Context: an optimization exercise on an open-source flow, tuned for small area, a short achievable clock period and few clock cycles per item. The choices shown serve that exercise and are no tape-out recipe. Function was not checked in any run shown here: the RTL went through the layout flow alone. No activity file was given, so power comes from the tool's default toggle rates.

File: design/flow/run.sh
#!/bin/bash
# synth_recipe.tcl (not shown) runs the flow's synth.tcl, then flattens the netlist and writes it again
# the make line also repeats each setting of config.mk as NAME=value (left out here)
make -C /OpenROAD-flow-scripts/flow DESIGN_CONFIG=/design/flow/config.mk WORK_HOME=/design/flow/orfs CLKGATE_MAP_FILE= SYNTH_SCRIPT=/design/flow/synth_recipe.tcl finish
File: design/flow/config.mk
export PLATFORM = sky130hd
export DESIGN_NAME = beep_env
export DESIGN_NICKNAME = beep_env
export VERILOG_FILES = /design/flow/design.v
export SDC_FILE = /design/flow/constraint.sdc
export NUM_CORES = 4
export LEC_CHECK = 0
export ABC_CLOCK_PERIOD_IN_PS = 3000
export CAP_MARGIN = 20
export CORE_MARGIN = 2
export CORE_UTILIZATION = 40
export PLACE_DENSITY = 0.6
export SETUP_SLACK_MARGIN = 5
export SLEW_MARGIN = 20
File: design/flow/design.v
module beep_env_div (
  input             clk,
  input             first,    
  input             step,     
  input             cbit,     
  input      [7:0]  d,
  input      [23:0] g,
  input             gbig,
  output reg [7:0]  rem,
  output reg [23:0] qg
);
  reg qb, hstep, hfirst;
  wire [7:0]  rem_in = first ? 8'd0 : rem;
  wire [8:0]  rem_sh = {rem_in, cbit};
  wire [9:0]  diff   = {1'b0, rem_sh} - {2'b0, d};
  wire        qbit   = ~diff[9];
  wire [23:0] qg_in  = hfirst ? 24'd0 : qg;
  wire [24:0] sum    = {qg_in[22:0], 1'b0} + (qb ? {1'b0, g} : 25'd0);
  wire        sat    = qg_in[23] | sum[24] | (qb & gbig);
  always @(posedge clk) begin
    hstep  <= step;
    hfirst <= first;
    if (step) begin
      rem <= qbit ? diff[7:0] : rem_sh[7:0];
      qb  <= qbit;
    end
    if (hstep)
      qg  <= sat ? 24'hFFFFFF : sum[23:0];
  end
endmodule
module beep_env (
  input             clk,
  input             rst,
  input             start,
  input      [31:0] env,         
  input      [31:0] gain,        
  output            ready,
  output reg        done,
  output reg        lut_we,
  output     [7:0]  lut_addr,
  output     [15:0] lut_data
);
  localparam [2:0] P_IDLE = 3'd0,
                   P_INIT = 3'd1,
                   P_RL   = 3'd2,
                   P_SU   = 3'd3,
                   P_DC   = 3'd4,
                   P_AT   = 3'd5;
  localparam [1:0] J_R = 2'd0, J_D = 2'd1, J_A = 2'd2, J_NONE = 2'd3;
  reg [2:0]  ph;
  reg [7:0]  atk, dec, sus, relp;    
  reg [23:0] g;
  reg        gbig;
  reg [8:0]  de;        
  reg        suNE;      
  reg [8:0]  i;         
  reg [23:0] acc;       
  reg [23:0] qg;        
  reg [7:0]  rs;        
  reg [7:0]  r;         
  reg        cn;        
  reg [1:0]  uj;        
  reg        ubusy, uval, ufirst;
  reg [3:0]  cnt;
  reg        qd, pr;    
  wire [7:0] sep  = ~relp;
  wire       dcNE = |dec;
  wire       atNE = |atk;
  wire       nA   = |atk[7:1];
  wire [2:0] fin  = atNE ? P_AT : dcNE ? P_DC : suNE ? P_SU : P_RL;
  wire [7:0]  u_rem;
  wire [23:0] u_qg;
  wire        sbit   = sus[~cnt[2:0]];
  wire        u_cbit = (uj == J_A) | (sbit ^ (uj == J_D));
  wire [7:0]  u_d    = (uj == J_R) ? relp : (uj == J_D) ? dec : atk;
  wire        ustep  = ubusy & ~cnt[3];
  beep_env_div u_div (
    .clk   (clk),
    .first (ufirst),
    .step  (ustep),
    .cbit  (u_cbit),
    .d     (u_d),
    .g     (g),
    .gbig  (gbig),
    .rem   (u_rem),
    .qg    (u_qg)
  );
  reg        last;
  wire [7:0] dsel = (ph == P_AT) ? atk : (ph == P_RL && !last) ? relp : dec;
  wire [8:0] rsum = {1'b0, r} + {1'b0, rs};
  wire [9:0] rdif = {1'b0, rsum} - {2'b0, dsel};
  wire       rc   = ~rdif[9];
  wire [7:0] rnxt = rc ? rdif[7:0] : rsum[7:0];
  wire [25:0] asum = {2'b0, acc} + {2'b0, qg} + (cn ? {2'b0, g} : 26'd0);
  wire        asat = asum[25] | asum[24] | (cn & gbig);
  wire [23:0] anxt = asat ? 24'hFFFFFF : asum[23:0];
  wire [7:0] atm1 = atk - 8'd1;
  always @* begin
    case (ph)
      P_RL:    last = (i == {1'b0, sep});
      P_SU:    last = (i == de);
      P_DC:    last = (i == {1'b0, atk});
      default: last = (i == {1'b0, atm1});
    endcase
  end
  reg        adv;       
  reg        enter;     
  reg        fini;      
  reg [2:0]  np;        
  wire [2:0] after_rl = suNE ? P_SU : dcNE ? P_DC : P_AT;
  wire [2:0] after_su = dcNE ? P_DC : P_AT;
  wire       ok_at    = ~nA | uval;
  always @* begin
    adv   = 1'b0;
    enter = 1'b0;
    fini  = 1'b0;
    np    = ph;
    case (ph)
      P_INIT: begin
        np = P_RL;
        enter = 1'b1;
        adv = uval;
      end
      P_RL, P_SU, P_DC, P_AT:
        if (!last) adv = 1'b1;
        else if (ph == fin) fini = 1'b1;
        else begin
          enter = 1'b1;
          np = (ph == P_RL) ? after_rl : (ph == P_SU) ? after_su : P_AT;
          adv = (np == P_SU) | (np == P_DC & pr) | (np == P_AT & ok_at);
        end
      default: ;
    endcase
  end
  wire       x_d    = uval & (uj == J_D) & ((ph == P_SU) | (ph == P_RL & last));
  wire       zero_n = enter & ((np == P_RL) | (np == P_AT));    
  wire       step_n = ~zero_n & ((np == P_RL) | (np == P_DC) | (np == P_AT));
  wire [8:0] i_pm   = (ph == P_AT) ? i + 9'd1 : i - 9'd1;
  reg  [8:0] inx;
  reg        we_n;
  always @* begin
    if (!enter) begin
      inx  = i_pm;
      we_n = (ph == P_RL) ? (i > de) : (ph == P_DC) ? ~(i[8] & |i[7:0]) : 1'b1;
    end else case (np)
      P_RL:    begin inx = 9'd255;           we_n = ~de[8]; end
      P_SU:    begin inx = {1'b0, sep - 8'd1}; we_n = 1'b1; end
      P_DC:    begin inx = de - 9'd1;        we_n = ~(de[8] & |de[7:0]); end
      default: begin inx = 9'd0;             we_n = 1'b1; end
    endcase
  end
  wire [1:0] ujn = (uj == J_R) ? (dcNE ? J_D : nA ? J_A : J_NONE)
                 : (uj == J_D) ? (nA ? J_A : J_NONE) : J_NONE;
  wire xfer = x_d | (adv & zero_n);    
  assign ready    = (ph == P_IDLE);
  assign lut_addr = i[7:0];
  assign lut_data = acc[23:8];
  wire [8:0] de_c = {1'b0, atk} + {1'b0, dec};
  always @(posedge clk) begin
    if (ph == P_IDLE) begin
      atk  <= env[7:0];
      dec  <= env[15:8];
      sus  <= env[23:16];
      relp <= {env[31:25], env[24] | ~|env[31:25]};
      g    <= gain[23:0];
      gbig <= |gain[31:24];
    end
    if (ph == P_INIT) begin
      de   <= de_c;
      suNE <= de_c < {1'b0, sep};
    end
    if (rst) begin
      ph     <= P_IDLE;
      done   <= 1'b0;
      lut_we <= 1'b0;
    end else begin
      if (ph == P_IDLE) begin
        done   <= 1'b0;
        lut_we <= 1'b0;
        if (start) begin
          ph     <= P_INIT;
          uj     <= J_R;
          ubusy  <= 1'b1;
          ufirst <= 1'b1;
          uval   <= 1'b0;
          cnt    <= 4'd0;
          qd     <= 1'b0;
          pr     <= 1'b0;
        end
      end else begin
        if (ubusy) begin
          ufirst <= 1'b0;
          cnt    <= cnt + 4'd1;
          if (cnt == 4'd8) begin
            ubusy <= 1'b0;
            uval  <= 1'b1;
          end
        end
        if (xfer) begin
          qg   <= u_qg;
          rs   <= u_rem;
          uval <= 1'b0;
          uj   <= ujn;
          if (ujn != J_NONE) begin
            ubusy  <= 1'b1;
            ufirst <= 1'b1;
            cnt    <= 4'd0;
          end
        end
        if (x_d) begin
          r  <= dec - 8'd1;
          qd <= 1'b1;
        end else if (qd & ~pr) begin
          r  <= rnxt;
          cn <= rc;
          pr <= 1'b1;
        end
        if (fini) begin
          done   <= 1'b1;
          lut_we <= 1'b0;
          ph     <= P_IDLE;
        end else if (adv) begin
          i      <= inx;
          lut_we <= we_n;
          ph     <= np;
          if (zero_n) begin
            acc <= 24'd0;
            r   <= u_rem;
            cn  <= 1'b0;
          end else if (step_n) begin
            acc <= anxt;
            r   <= rnxt;
            cn  <= rc;
          end
        end
      end
    end
  end
endmodule
File: design/flow/constraint.sdc
create_clock -name core_clock -period 10.0 [get_ports {clk}]
set_input_delay 2.0000 -clock core_clock [delete_from_list [all_inputs] [get_ports {clk}]]
set_output_delay 2.0000 -clock core_clock [all_outputs]
set_load 0.01 [all_outputs]
==> results of run 1 <==
## placed cells by master, fill, tap and decap left out, types with 6 or more instances in the layout
| cell type | Yosys | final |
|---|---|---|
| sky130_fd_sc_hd__clkbuf_16 | 0 | 17 |
| sky130_fd_sc_hd__or3_1 | 8 | 8 |
| sky130_fd_sc_hd__clkdlybuf4s50_1 | 0 | 93 |
| sky130_fd_sc_hd__a31oi_1 | 14 | 14 |
| sky130_fd_sc_hd__o211ai_1 | 8 | 8 |
| sky130_fd_sc_hd__nand2_1 | 73 | 73 |
| sky130_fd_sc_hd__o21ai_0 | 54 | 46 |
| sky130_fd_sc_hd__nor4_1 | 13 | 12 |
| sky130_fd_sc_hd__o21bai_1 | 11 | 11 |
| sky130_fd_sc_hd__xor2_1 | 36 | 36 |
| sky130_fd_sc_hd__xnor2_1 | 58 | 58 |
| sky130_fd_sc_hd__o21a_1 | 43 | 43 |
| sky130_fd_sc_hd__mux2i_1 | 25 | 20 |
| sky130_fd_sc_hd__and2_1 | 51 | 51 |
| sky130_fd_sc_hd__nor2_1 | 103 | 99 |
| sky130_fd_sc_hd__a211oi_1 | 16 | 13 |
| sky130_fd_sc_hd__or2_2 | 6 | 6 |
| sky130_fd_sc_hd__nand3_1 | 17 | 16 |
| sky130_fd_sc_hd__o31ai_1 | 7 | 6 |
| sky130_fd_sc_hd__o21ai_1 | 0 | 6 |
| sky130_fd_sc_hd__inv_1 | 57 | 56 |
| sky130_fd_sc_hd__o31a_1 | 6 | 6 |
| sky130_fd_sc_hd__nand2b_1 | 24 | 24 |
| sky130_fd_sc_hd__a21oi_1 | 85 | 82 |
| sky130_fd_sc_hd__a21o_1 | 37 | 37 |
| sky130_fd_sc_hd__fa_1 | 31 | 31 |
| sky130_fd_sc_hd__nor3_1 | 23 | 23 |
| sky130_fd_sc_hd__buf_4 | 25 | 36 |
| sky130_fd_sc_hd__edfxtp_1 | 185 | 185 |
| sky130_fd_sc_hd__nor2b_1 | 51 | 48 |
| sky130_fd_sc_hd__ha_1 | 109 | 107 |
## final cells by class
type / instances / share of cell area, %
Multi-Input combinational cell: 1010 / 48.1
Timing Repair Buffer: 133 / 7.88
Clock inverter: 11 / 0.965
Clock buffer: 21 / 2.74
Sequential cell: 192 / 35.5
Tap cell: 455 / 3.54
Inverter: 58 / 1.35
## sequential cells by signal (all words and copies together), names as in the netlist, 2 cells and up
signal,count
g,24
qg,24
u_div.qg,24
atk,8
uj,2
relp,8
rs,8
sus,8
de,9
acc,24
dec,8
ph,3
cnt,4
i,9
r,8
u_div.rem,8
## per-layer routing
metal | vias up | GRT usage, % | share of wire [%]
met3 | 34 | 3.01 | 3.8
met2 | 214 | 33.7 | 47
met1 | 4941 | 27.6 | 47
met4 | 0 | 6.20 | 1.6
li1 | 5007 | - | -
met5 | - | 0 | 0
## final timing paths
kind | start | end | slack (ps)
min reg2reg | u_div.qg[17] | qg[17] | 450
min | u_div.qg[17] | qg[17] | 450
max reg2reg | atk[5] | r[2] | 4780
max | atk[5] | r[2] | 4780
## cell families (layout without fill, tap and decap cells)
group / count (synthesis) / after routing / synth area share, %
adder cells (fa/ha/maj): 141 / 141 / 14.4
flip-flops: 192 / 192 / 41.1
buffers and inverters: 130 / 223 / 4.41
multiplexers: 33 / 33 / 2.65
XOR/XNOR: 94 / 94 / 5.94
AND/OR/NAND/NOR: 407 / 407 / 15.2
AO/OA/AOI/OAI: 335 / 335 / 16.2
## power by group
group          switching, W  internal [W]
sequential         0.000309       0.00136
combinational       0.00207       0.00176
clock              0.000314      0.000397
total               0.00269       0.00351
## worst max-delay path: cells and delay by family (launching register included)
kind | cells | cell delay [ps]
muxes | 2 | 490
AOI/OAI and AO/OA | 10 | 1890
adders and majority gates | 1 | 290
DFF | 1 | 420
and+or+nand+nor | 7 | 1900
## timing repair
item | 4_1_cts | 5_1_grt
resized for setup | 22 | 23
endpoints found under the setup margin | 71 | 34
setup buffers | 23 | 6
pin swaps | 8 | 11
## metrics by stage
| step | util, % | cell area [µm²] |
|---|---|---|
| 2_1_floorplan | - | 13900 |
| 3_3_place_gp | 43.9 | 15100 |
| 3_5_place_dp | 43.9 | 15100 |
| 4_1_cts | 46.4 | 15900 |
| 5_1_grt | 46.9 | 16100 |
| 6_report | 46.9 | 16100 |
==> results.ini, run 1 <==
[worst_setup_path]
start_to_end_type_of_the_worst_setup_path=reg2reg
timing.critical_path.fanout_max=5
worstPathRequired_ps=10210
cp.arrival_ps=5420
worst_path_largest_cell_delay_ps=580
timing.critical_path.to_type=flop
critical_path_source_type=flop
critical_path.slowest_cell=sky130_fd_sc_hd__or4_4
sequence_of_cells_on_the_critical_path=or4_4 -> o221a_1 -> or4_1 -> a211oi_2 -> nand4b_1 -> nor2_4 -> nor3_4 -> o211ai_1 -> o21ai_2 -> ha_1 -> nor2b_4 -> o21ai_2 -> a21boi_2 -> o31a_1 -> o31ai_2 -> nor2b_4 -> mux2_2 -> mux2i_1 -> o21ai_0 -> a221o_1
ff2ff_path_depth=20

[global_route]
grt_pass1_wl_um=56800
grt_use_total_pct=20.4
maximum_number_of_pins_on_one_net_before_global_route_repair=64
overflow=0
vias_in_the_first_global_route=10284
number_of_antenna_violations_at_the_first_check_in_global_routing=0

[worst_hold_path]
min_path_type=reg2reg
hold_path_cell_cnt=0

[floorplanning]
die_w_um=190
die_area_mm2=0.0361
start_util_pct=40.4
fp.dieH_um=190
design.portCount=94
core_region_area_mm2=0.0343
num_rows=68

[timing]
achievable-frequency_mhz=192
finalWorstPathRequiredPeriod_ps=5220
worst_margin_pin_slew_ps=935
finalSetupViolCount=0
timing_hold_violations_final=0
relSlewSlack_pct=37.5
timing.final.max_slew_violations=0
setup_ws_final_ps=4780
timing.setup.tns_ps=0
fin_crit_sh_pct=52.2
unrepaired_setup_endpoints_after_global_routing=true
fin_hold_ws_ps=445
skew_ps=20.0

[routing]
drtIter0Drc=757
drtPass1Iterations=5
remaining_drc_errors=0
via_per_inst=5.42
vias=10196
drt-wirelength-per-cell_um=18.9
wl_um=35500
drtAntennaViolNets=0

[status]
status=complete, no violations

[clocking]
cts.sink_count=192
clock_tree_from_tritoncts=yes
clkTransAtPathRegs_ps=80
ctsHoldBuffers=0
cts_buffer_depth=2
cts_made_buffers=17
clock_latency_on_the_worst_skew_pair_ps=460
h_tree_depth=4
clockRootBuffer=sky130_fd_sc_hd__clkbuf_16

[logic_synthesis]
synth_edf_count=185
dominantRegCellSynth=sky130_fd_sc_hd__edfxtp_1
syn-cell-area_mm2=0.0138
synth_top_area_cell=sky130_fd_sc_hd__edfxtp_1
synth_top_cell_area_share_pct=40.1
synth.top_cells.by_count=185 x sky130_fd_sc_hd__edfxtp_1, 109 x sky130_fd_sc_hd__ha_1, 103 x sky130_fd_sc_hd__nor2_1, 85 x sky130_fd_sc_hd__a21oi_1, 73 x sky130_fd_sc_hd__nand2_1
synth.distinct_cells=80
syn-num-nets=1539
synth.avg_cell_area_um2=10.4
synth_sequential_area_ratio_pct=41.1
ys_top_cells_by_area=sky130_fd_sc_hd__edfxtp_1 40%, sky130_fd_sc_hd__ha_1 9.8%, sky130_fd_sc_hd__fa_1 4.5%
synthesis.yosys.warnings=2
synth-async-reset-ratio_pct=0
yosys.cell_count.top_type=sky130_fd_sc_hd__edfxtp_1
syn_inst=1332
synth.ff_latch_count=192

[placed_design]
post-place-ws_ps=3120
dpl.cell_count=1818
port-buffer-count=93
globalplace.congestion=0.879
place_hpwl_um=25500

[run]
drv_cap=0

[cells_and_area]
sequential_cell_area_mm2=0.00570
post_layout_nonfiller_instances=1880
fillerInstances=3186
finalNetCount=1619
drive_above_1_share_pct=8.98
antenna-diode-count=0
area_occupied_by_multi_input_gates_mm2=0.00773
areaGrowthSynthToFinish_pct=16.1

[pwr]
power_leakage_nw=6.12
total_power_w=0.00620
ir_drop_mv=0.160
power.density_cell_area_mw_per_mm2=386

==> run 2: changes to the inputs <==
==> design/flow/config.mk (replaced) <==
export PLATFORM = sky130hd
export DESIGN_NAME = beep_env
export DESIGN_NICKNAME = beep_env
export VERILOG_FILES = /design/flow/design.v
export SDC_FILE = /design/flow/constraint.sdc
export NUM_CORES = 4
export LEC_CHECK = 0
export CAP_MARGIN = 20
export CORE_MARGIN = 2
export CORE_UTILIZATION = 40
export PLACE_DENSITY = 0.6
export SLEW_MARGIN = 20
==> run 2 against run 1 <==
Compared with the run above:
- combinational power down 9.2%
- area after synthesis unchanged
- sequential power about the same
- still clean
- clock skew down 6.0 ps
- wire length down 0.20%
- maximum frequency down 27%
- critical endpoint unchanged
- largest power group unchanged
- sequential share of layout area up 0.85 points
- sequential cell count unchanged
- highest routed layer unchanged
==> results.ini, run 2 <==
[cells_and_area]
antenna-diode-count=0  ; unchanged
finalNetCount=1591  ; was 1619
mostFrequentLayoutCells=185 x sky130_fd_sc_hd__edfxtp_1, 109 x sky130_fd_sc_hd__ha_1, 101 x sky130_fd_sc_hd__nor2_1, 93 x sky130_fd_sc_hd__clkdlybuf4s50_1, 83 x sky130_fd_sc_hd__a21oi_1  ; was 185 x sky130_fd_sc_hd__edfxtp_1, 107 x sky130_fd_sc_hd__ha_1, 99 x sky130_fd_sc_hd__nor2_1, 93 x sky130_fd_sc_hd__clkdlybuf4s50_1, 82 x sky130_fd_sc_hd__a21oi_1
post_route_design_area_mm2=0.0157  ; was 0.0161 mm²
drive_above_1_share_pct=5.51  ; was 8.98%
final_core_utilization_pct=45.8  ; was 46.9%
areaGrowthSynthToFinish_pct=13.3  ; was 16.1%
layout_commonest_cell=sky130_fd_sc_hd__edfxtp_1  ; unchanged

[placed_design]
globalplace.congestion=0.887  ; was 0.879
post-place-ws_ps=2840  ; was 3120 ps
post_dp_cell_area_mm2=0.0151  ; about the same
place_hpwl_um=25500  ; about the same
port-buffer-count=93  ; unchanged

[floorplanning]
die_area_mm2=0.0361  ; unchanged
start_util_pct=40.4  ; unchanged
design.portCount=94  ; unchanged
num_rows=68  ; unchanged
die_w_um=190  ; unchanged
fp.dieH_um=190  ; unchanged
core_region_area_mm2=0.0343  ; unchanged

[clocking]
cts_resized=0  ; was 22
clockRootBuffer=sky130_fd_sc_hd__clkbuf_16  ; unchanged
cts_setup_buffers=0  ; was 23
clock_latency_on_the_worst_skew_pair_ps=450  ; was 460 ps
cts_buffer_depth=2  ; unchanged
cts_made_buffers=17  ; unchanged
clock_tree_from_tritoncts=yes  ; unchanged
clkTransAtPathRegs_ps=70  ; was 80 ps
h_tree_depth=4  ; unchanged
cts.sink_count=192  ; unchanged
ctsHoldBuffers=0  ; unchanged

[routing]
drt-wirelength-per-cell_um=19.1  ; was 18.9 µm
drtAntennaViolNets=0  ; unchanged
vias=10091  ; was 10196
remaining_drc_errors=0  ; unchanged
drtPass1Iterations=5  ; unchanged
wl_um=35400  ; was 35500 µm
drtIter0Drc=693  ; was 757
via_per_inst=5.45  ; was 5.42

[logic_synthesis]
combinational_family_with_the_most_area_after_synthesis=compound AO/OA/AOI/OAI gates  ; unchanged
synth.distinct_cells=80  ; unchanged
synth_top_cell_area_share_pct=40.1  ; unchanged
synth_top_area_cell=sky130_fd_sc_hd__edfxtp_1  ; unchanged
ys_top_cells_by_area=sky130_fd_sc_hd__edfxtp_1 40%, sky130_fd_sc_hd__ha_1 9.8%, sky130_fd_sc_hd__fa_1 4.5%  ; unchanged
syn-num-nets=1539  ; unchanged
muxShareOfSynthArea_pct=2.65  ; unchanged
dominantRegCellSynth=sky130_fd_sc_hd__edfxtp_1  ; unchanged
synth_edf_count=185  ; unchanged
syn-cell-area_mm2=0.0138  ; unchanged
synth.top_cells.by_count=185 x sky130_fd_sc_hd__edfxtp_1, 109 x sky130_fd_sc_hd__ha_1, 103 x sky130_fd_sc_hd__nor2_1, 85 x sky130_fd_sc_hd__a21oi_1, 73 x sky130_fd_sc_hd__nand2_1  ; unchanged
synth.ff_latch_count=192  ; unchanged
yosys.cell_count.top_type=sky130_fd_sc_hd__edfxtp_1  ; unchanged
compound_gate_portion_of_the_synthesized_area_pct=16.2  ; unchanged
synth_sequential_area_ratio_pct=41.1  ; unchanged
syn_inst=1332  ; unchanged
post_synth_fa_ha_maj_area_fraction_pct=14.4  ; unchanged
synth.avg_cell_area_um2=10.4  ; unchanged
synth-async-reset-ratio_pct=0  ; unchanged
synthesis.yosys.warnings=2  ; unchanged
yosys.area_share.xor_xnor_pct=5.94  ; unchanged
synth_simple_gate_area_share_pct=15.2  ; unchanged

[timing]
timing.setup.tns_ps=0  ; unchanged
worst_margin_pin_slew_ps=940  ; was 935 ps
skew_ps=14.0  ; was 20.0 ps
fin_crit_sh_pct=71.9  ; was 52.2%
finalSetupViolCount=0  ; unchanged
timing.final.max_slew_violations=0  ; unchanged
finalWorstPathRequiredPeriod_ps=7190  ; was 5220 ps
timing_hold_violations_final=0  ; unchanged
relSlewSlack_pct=37.2  ; was 37.5%
achievable-frequency_mhz=139  ; was 192 MHz
setup_ws_final_ps=2810  ; was 4780 ps
unrepaired_setup_endpoints_after_global_routing=false  ; was true

[global_route]
grt_use_total_pct=20.2  ; was 20.4%
number_of_antenna_violations_at_the_first_check_in_global_routing=0  ; unchanged
overflow=0  ; unchanged
maximum_number_of_pins_on_one_net_before_global_route_repair=64  ; unchanged
vias_in_the_first_global_route=10095  ; was 10284
grt_pass1_wl_um=56400  ; was 56800 µm

[worst_setup_path]
start_to_end_type_of_the_worst_setup_path=reg2reg  ; unchanged
timing.critical_path.to_type=flop  ; unchanged
reg2reg_to=r[2]  ; unchanged
worst_r2r_startpoint=atk[4]  ; was atk[5]
critical_path_source_type=flop  ; unchanged
cp.arrival_ps=7390  ; was 5420 ps
ff2ff_path_depth=20  ; unchanged
timing.critical_path.fanout_max=11  ; was 5
ff2ff_setup_slack_ps=2810  ; was 4780 ps
worstPathRequired_ps=10210  ; about the same

[pwr]
power_leakage_nw=5.95  ; was 6.12 nW
ir_drop_mv=0.168  ; was 0.160 mV
total_power_w=0.00588  ; was 0.00620 W
power.density_cell_area_mw_per_mm2=374  ; was 386 mW/mm²

[worst_hold_path]
hold_path_startpoint=u_div.qg[14]  ; was u_div.qg[17]
min_path_type=reg2reg  ; unchanged
hold_path_cell_cnt=0  ; unchanged
worstHoldEndpoint=qg[14]  ; was qg[17]

[run]
drv_cap=0  ; unchanged

[status]
status=complete, no violations  ; unchanged

## run 2: stage by stage
| step | cells | hold WS, ps |
|---|---|---|
| floorplan | 1332 | 418 |
| global placement | 1819 | 423 |
| CTS | 1851 | 446 |
| finish | 1852 | 446 |
| detailed placement | 1819 | 429 |
| global route | 1852 | 454 |
## run 2: area by class of cell
class / instances / area, µm²
tap: 455 / 569
clock buffer: 17 / 425
fill: 3202 / 18600
inverter: 58 / 218
multi-input combinational: 1010 / 7560
sequential: 192 / 5700
clock inverter: 15 / 183
timing repair buffer: 105 / 1030
## run 2: how the worst max path moves through the flow
stage	from	endpoint	cells after the start
3_5_place_dp	atk[4]	r[2]	20
4_1_cts	atk[4]	r[2]	20
6_report	atk[4]	r[2]	20
2_1_floorplan	atk[1]	r[2]	25
5_1_grt	atk[4]	r[2]	20
3_3_place_gp	atk[4]	r[2]	20
## run 2: power by group
group	leakage (nW)	internal (W)	switching [W]	total, W
combinational	3.89	0.00154	0.00193	0.00347
clock	0.292	0.000397	0.000329	0.000726
sequential	1.77	0.00136	0.000321	0.00168
total	5.95	0.00329	0.00258	0.00588
## run 2: routing by layer
| metal | part of all wire, % | up-vias | GRT usage [%] |
|---|---|---|---|
| met4 | 2.0 | 0 | 5.93 |
| li1 | - | 4932 | - |
| met1 | 47 | 4912 | 27.9 |
| met2 | 47 | 204 | 33.0 |
| met3 | 4.0 | 43 | 3.01 |
| met5 | 0 | - | 0 |
## run 2: logic make-up after synthesis
family | after synthesis
simple gates | 407
compound gates | 335
flops | 192
fa+ha+maj | 141
buf+inv | 130
xor+xnor | 94
mux | 33
## run 2: critical path, stage by stage (launching register included)
cell	delay [ps]
sky130_fd_sc_hd__edfxtp_1	550
sky130_fd_sc_hd__or4_1	680
sky130_fd_sc_hd__o221a_1	300
sky130_fd_sc_hd__or4_1	470
sky130_fd_sc_hd__a211oi_1	260
sky130_fd_sc_hd__nand4b_1	170
sky130_fd_sc_hd__nor2_1	700
sky130_fd_sc_hd__nor3_2	290
sky130_fd_sc_hd__o211ai_1	230
sky130_fd_sc_hd__o21ai_0	170
sky130_fd_sc_hd__ha_1	320
sky130_fd_sc_hd__nor2b_1	120
sky130_fd_sc_hd__o21ai_0	190
sky130_fd_sc_hd__a21boi_0	180
sky130_fd_sc_hd__o31a_1	290
sky130_fd_sc_hd__o31ai_1	310
sky130_fd_sc_hd__nor2b_1	770
sky130_fd_sc_hd__mux2_2	430
sky130_fd_sc_hd__mux2i_1	120
sky130_fd_sc_hd__o21ai_0	80
sky130_fd_sc_hd__a221o_1	320

afterwards: timing with drivers on the ports:
The flow's constraints put no driver on any port. The routed layouts listed below were extracted and timed again, unchanged, in two steps.
Step 1: set_driving_cell puts a clkbuf_16 on clk and a buf_2 on each other input, an assumption about the parent block.
Step 2 times the ports against the registers' clock, not the clock port: input delays grow and output delays shrink by t, the midpoint of the rising clock arrivals with the driver on.
a / b / c = ideal ports / drivers / drivers and shift; a / b = the first two.
run | t, ns | slack for setup (ns) | worst setup path after step 2 | worst slew at a driven data input, ns
run 1 | 0.498 | 4.783 / 4.783 / 4.783 | register to register | 0.04
run 2 | 0.499 | 2.812 / 2.812 / 2.812 | register to register | 0.04
After both steps setup and hold are still met in every run listed.
